Background: an optimization exercise with open tools, aiming at small area and few clock cycles. Do not read the settings as production practice. RTL that was checked went through simulation tests only; none was proved equivalent to the original. Power and IR drop assume default switching activity.

==> flow/design.v <==
module ax5031_quant (
    input  wire [13:0] rem,      
    input  wire        bin,      
    output wire        qbit,     
    output wire [13:0] rem_n     
);
    localparam [14:0] DIVISOR = 15'd15625;
    wire [14:0] t = {rem, bin};
    wire [15:0] d = {1'b0, t} - {1'b0, DIVISOR};
    assign qbit  = ~d[15];
    assign rem_n = qbit ? d[13:0] : t[13:0];
endmodule
module ax5031_rtc (
    input  wire        clk,
    input  wire        rst,
    input  wire        cmd_valid,
    output wire        cmd_ready,
    input  wire [39:0] cmd_word,
    output reg         resp_valid,
    input  wire        resp_ready,
    output wire [3:0]  resp_code,
    output reg         resp_sv,
    output wire [7:0]  resp_status,
    output reg  [31:0] resp_data,
    output wire        cs_req,
    output wire        cs_high,
    input  wire        cs_ack,
    input  wire        cs_err,
    output wire        x_req,
    output wire [7:0]  x_tx,
    input  wire        x_ack,
    input  wire        x_err,
    input  wire [7:0]  x_rx
);
    localparam [2:0] P_IDLE = 3'b000,
                     P_XH   = 3'b010,
                     P_XL   = 3'b011,
                     P_CSL  = 3'b100,
                     P_CSH  = 3'b101,
                     P_REST = 3'b111;
    localparam [2:0] R_OK          = 3'd0,
                     R_BUSFAULT    = 3'd1,
                     R_AR_TIMEOUT  = 3'd2,
                     R_AR_ERROR    = 3'd3,
                     R_UNSUPPORTED = 3'd4,
                     R_UNRECOG     = 3'd5,
                     R_ILLEGAL     = 3'd6;
    reg  [2:0]  ph;
    reg  [2:0]  code;
    reg  [6:0]  a_q;       
    reg         wr_q;      
    reg  [7:0]  d_q;       
    reg         f_quant;   
    reg         f_multi;   
    reg         f_cap;     
    reg         f_mod;     
    reg         f_ar;      
    reg         f_fin;     
    reg  [13:0] rem;       
    reg  [5:0]  k;         
    assign resp_code   = {1'b0, code};
    assign resp_status = resp_sv ? {wr_q, a_q} : 8'h00;
    wire [7:0]  op   = cmd_word[39:32];
    wire [31:0] o    = cmd_word[31:0];
    wire z_hi  = (o[31:16] == 16'd0);
    wire z_mid = (o[15:8] == 8'd0);
    wire z8    = z_hi & z_mid;
    wire z0    = z8 & (o[7:0] == 8'd0);
    wire op_exec = (op == 8'h01), op_gscr = (op == 8'h02), op_sscr = (op == 8'h03),
         op_pwr  = (op == 8'h04), op_pll  = (op == 8'h05), op_sfrq = (op == 8'h06),
         op_gfrq = (op == 8'h07), op_txp  = (op == 8'h08), op_rate = (op == 8'h09),
         op_smod = (op == 8'h0A), op_gmod = (op == 8'h0B), op_frm  = (op == 8'h0C),
         op_enc  = (op == 8'h0D), op_led  = (op == 8'h0E), op_pc1  = (op == 8'h0F),
         op_pc2  = (op == 8'h10), op_txb  = (op == 8'h11), op_ar   = (op == 8'h12);
    wire pwr_ok = (o[3:0] == 4'h0) || (o[3:0] == 4'h4) || (o[3:0] == 4'h5) ||
                  (o[3:0] == 4'hC) || (o[3:0] == 4'hD);
    wire legal =
        (op_exec & z_hi & (o[15] | (o[7:0] == 8'd0))) |
        ((op_gscr | op_gfrq | op_txp | op_gmod | op_pc1 | op_pc2 | op_ar) & z0) |
        ((op_sscr | op_txb | op_smod | op_frm | op_enc) & z8) |
        (op_pwr & z8 & (o[7:4] == 4'd0) & pwr_ok) |
        (op_pll & z8 & (o[7:6] == 2'd0)) |
        op_sfrq | op_rate |
        (op_led & z8 & (o[7:1] == 7'd0));
    wire unsup = (op_smod | op_frm | op_enc) & (o[7:0] != 8'd0);
    wire go    = legal & ~unsup;
    wire [6:0] c_addr =
        (op_exec ? o[14:8] : 7'h00) |
        ((op_gscr | op_sscr) ? 7'h01 : 7'h00) |
        (op_pwr  ? 7'h02 : 7'h00) | (op_pll ? 7'h2C : 7'h00) |
        ((op_sfrq | op_gfrq) ? 7'h20 : 7'h00) | (op_txp ? 7'h30 : 7'h00) |
        (op_rate ? 7'h31 : 7'h00) | ((op_smod | op_gmod) ? 7'h10 : 7'h00) |
        (op_frm  ? 7'h12 : 7'h00) | (op_enc ? 7'h11 : 7'h00) |
        ((op_led | op_pc1) ? 7'h0C : 7'h00) | (op_pc2 ? 7'h0D : 7'h00) |
        (op_txb  ? 7'h05 : 7'h00) | (op_ar ? 7'h2D : 7'h00);
    wire       c_wr = op_exec ? o[15] : ~(op_gscr | op_gfrq | op_gmod | op_pc1 | op_pc2);
    wire [7:0] c_data = o[7:0] | (op_txp ? 8'h0F : 8'h00) | (op_ar ? 8'h08 : 8'h00);
    localparam [13:0] BIAS_LO = 14'd7053;
    wire       v_bit = resp_data[31] ^ (|resp_data[30:0]);
    reg        c_bit;
    always @(*) begin
        c_bit = 1'b0;
        if (k >= 6'd19 && k <= 6'd32) c_bit = BIAS_LO[6'd32 - k];
    end
    wire        q_bit;
    wire [13:0] q_rem;
    ax5031_quant u_quant (.rem(rem), .bin(v_bit | c_bit), .qbit(q_bit), .rem_n(q_rem));
    wire [5:0] k_need  = {1'b0, a_q[1:0], 3'b000} + 6'd9;
    wire       q_ready = (k >= k_need);
    assign cmd_ready = (ph == P_IDLE) & (~resp_valid | resp_ready);
    assign cs_req    = ph[2];
    assign cs_high   = ph[0];
    assign x_req     = ~ph[2] & ph[1] & (~ph[0] | ~f_quant | q_ready);
    assign x_tx      = ph[0] ? d_q : {wr_q, a_q};
    wire xl_ack = (ph == P_XL) & x_ack;
    wire step   = f_quant & (~q_ready | xl_ack);
    always @(posedge clk) begin
        if (rst) begin
            ph         <= P_IDLE;
            resp_valid <= 1'b0;
        end else begin
            if (resp_valid && resp_ready)
                resp_valid <= 1'b0;
            if (step) begin
                rem       <= q_rem;
                k         <= k + 6'd1;
                d_q       <= {d_q[6:0], q_bit};
                resp_data <= {resp_data[30:0], 1'b0};
            end
            case (ph)
                P_IDLE: if (cmd_valid && cmd_ready) begin
                    ph          <= go ? P_CSL : P_IDLE;
                    resp_valid  <= ~go;
                    code        <= ~legal ? R_ILLEGAL : unsup ? R_UNSUPPORTED : R_OK;
                    resp_sv     <= go & (op_exec | op_txb);
                    resp_data   <= (op_sfrq | op_rate) ? {~o[18:0], 13'd0} : 32'd0;
                    a_q         <= c_addr;
                    wr_q        <= c_wr;
                    d_q         <= c_data;
                    f_quant     <= op_sfrq | op_rate;
                    f_multi     <= op_sfrq | op_rate | op_gfrq;
                    f_cap       <= op_exec | op_gscr | op_gfrq | op_gmod | op_pc1 | op_pc2;
                    f_mod       <= op_gmod;
                    f_ar        <= op_ar;
                    f_fin       <= 1'b0;
                    rem         <= {1'b0, o[31:19]} + {13'd0, &o[18:0]};
                    k           <= 6'd0;
                end
                P_CSL: if (cs_ack)
                    ph <= cs_err ? P_REST : P_XH;
                P_XH: if (x_ack) begin
                    if (resp_sv)
                        {wr_q, a_q} <= x_rx;
                    ph <= x_err ? P_REST : P_XL;
                end
                P_XL: if (x_ack) begin
                    ph <= x_err ? P_REST : P_CSH;
                    if (f_cap)
                        resp_data <= {resp_data[23:0], x_rx};
                    if (f_mod && x_rx != 8'h00)
                        code <= R_UNRECOG;
                    if (f_multi)
                        a_q[1:0] <= a_q[1:0] + 2'd1;
                    if (f_ar && !wr_q) begin
                        if (x_rx[4]) begin
                            if (resp_data[11:0] == 12'd2999) begin
                                f_fin     <= 1'b1;
                                code      <= R_AR_TIMEOUT;
                                resp_data <= 32'd0;
                            end else
                                resp_data[11:0] <= resp_data[11:0] + 12'd1;
                        end else begin
                            f_fin <= 1'b1;
                            if (x_rx[5]) begin
                                code      <= R_AR_ERROR;
                                resp_data <= 32'd0;
                            end
                        end
                    end
                end
                P_CSH: if (cs_ack) begin
                    if (!cs_err && ((f_multi && a_q[1:0] != 2'd0) || (f_ar && !f_fin))) begin
                        ph   <= P_CSL;
                        if (f_ar) begin   
                            wr_q <= 1'b0;
                            d_q  <= 8'h00;
                        end
                    end else begin
                        ph         <= P_IDLE;
                        resp_valid <= 1'b1;
                    end
                end
                P_REST: if (cs_ack) begin
                    ph         <= P_IDLE;
                    resp_valid <= 1'b1;
                end
                default: ph <= P_IDLE;
            endcase
            if (((ph == P_CSL || ph == P_CSH) && cs_ack && cs_err) ||
                ((ph == P_XH || ph == P_XL) && x_ack && x_err)) begin
                code        <= R_BUSFAULT;
                resp_sv     <= 1'b0;
                resp_data   <= 32'd0;
            end
        end
    end
endmodule
Settings: LEC_CHECK=0, CAP_MARGIN=20, CORE_MARGIN=2, CORE_UTILIZATION=40, PLACE_DENSITY=0.6, SLEW_MARGIN=20; clock period 10.0 ns.
run.sh (not shown) runs the stock make flow with config.mk's settings and CLKGATE_MAP_FILE= SYNTH_SCRIPT=/design/flow/synth_recipe.tcl, a recipe that flattens the netlist after the stock synthesis.
==> next run, changes <==
--- a/flow/design.v
+++ b/flow/design.v
@@ -18,11 +18,11 @@
     input  wire [39:0] cmd_word,
     output reg         resp_valid,
     input  wire        resp_ready,
     output wire [3:0]  resp_code,
     output reg         resp_sv,
-    output wire [7:0]  resp_status,
+    output reg  [7:0]  resp_status,
     output reg  [31:0] resp_data,
     output wire        cs_req,
     output wire        cs_high,
     input  wire        cs_ack,
     input  wire        cs_err,
@@ -56,12 +56,11 @@
     reg         f_mod;     
     reg         f_ar;      
     reg         f_fin;     
     reg  [13:0] rem;       
     reg  [5:0]  k;         
-    assign resp_code   = {1'b0, code};
-    assign resp_status = resp_sv ? {wr_q, a_q} : 8'h00;
+    assign resp_code = {1'b0, code};
     wire [7:0]  op   = cmd_word[39:32];
     wire [31:0] o    = cmd_word[31:0];
     wire z_hi  = (o[31:16] == 16'd0);
     wire z_mid = (o[15:8] == 8'd0);
     wire z8    = z_hi & z_mid;
@@ -131,10 +130,11 @@
                 P_IDLE: if (cmd_valid && cmd_ready) begin
                     ph          <= go ? P_CSL : P_IDLE;
                     resp_valid  <= ~go;
                     code        <= ~legal ? R_ILLEGAL : unsup ? R_UNSUPPORTED : R_OK;
                     resp_sv     <= go & (op_exec | op_txb);
+                    resp_status <= 8'h00;
                     resp_data   <= (op_sfrq | op_rate) ? {~o[18:0], 13'd0} : 32'd0;
                     a_q         <= c_addr;
                     wr_q        <= c_wr;
                     d_q         <= c_data;
                     f_quant     <= op_sfrq | op_rate;
@@ -148,11 +148,11 @@
                 end
                 P_CSL: if (cs_ack)
                     ph <= cs_err ? P_REST : P_XH;
                 P_XH: if (x_ack) begin
                     if (resp_sv)
-                        {wr_q, a_q} <= x_rx;
+                        resp_status <= x_rx;
                     ph <= x_err ? P_REST : P_XL;
                 end
                 P_XL: if (x_ack) begin
                     ph <= x_err ? P_REST : P_CSH;
                     if (f_cap)
@@ -198,10 +198,11 @@
             endcase
             if (((ph == P_CSL || ph == P_CSH) && cs_ack && cs_err) ||
                 ((ph == P_XH || ph == P_XL) && x_ack && x_err)) begin
                 code        <= R_BUSFAULT;
                 resp_sv     <= 1'b0;
+                resp_status <= 8'h00;
                 resp_data   <= 32'd0;
             end
         end
     end
 endmodule
Result:
- synthesized cell count decreases by 2.2%
- total power decreases by 9.7%
- design area increases by 1.7%
- cell count decreases by 1.1%
- flip-flop and latch count increases by 8
Testbench counts after the change, summed over its fixed seeds: cycles 89,736.
The RTL of the first run of this note was laid out without a check of its function.

port drivers added, routing unchanged:
No port has a modelled driver above. Below, the same layouts with a new extraction and two added sets of constraints.
Step 1, drivers: a clkbuf_16 drives clk and a buf_2 each remaining input, both assumed.
Step 2 moves the port delays by t, midway between the first and last clock arrival at a register: inputs arrive t later, outputs are due t later. That takes back most of the time a late clock gives input paths.
Slacks: no drivers / after step 1 / after step 2; pairs: no drivers / after step 1.
| run | t, ns | setup WS [ns] | latest minus earliest clock arrival (ns) | worst slew at a driven data input, ns |
|---|---|---|---|---|
| the first run | 0.398 | 4.737 / 4.715 / 4.592 | 0.010 / 0.010 | 0.07 |
| the second run | 0.402 | 4.769 / 4.745 / 4.745 | 0.016 / 0.016 | 0.05 |
After both steps setup and hold are still met in every run listed. The setup slack of the first run, which loses most, moves by -0.022 ns with the drivers and by -0.145 ns with both steps.
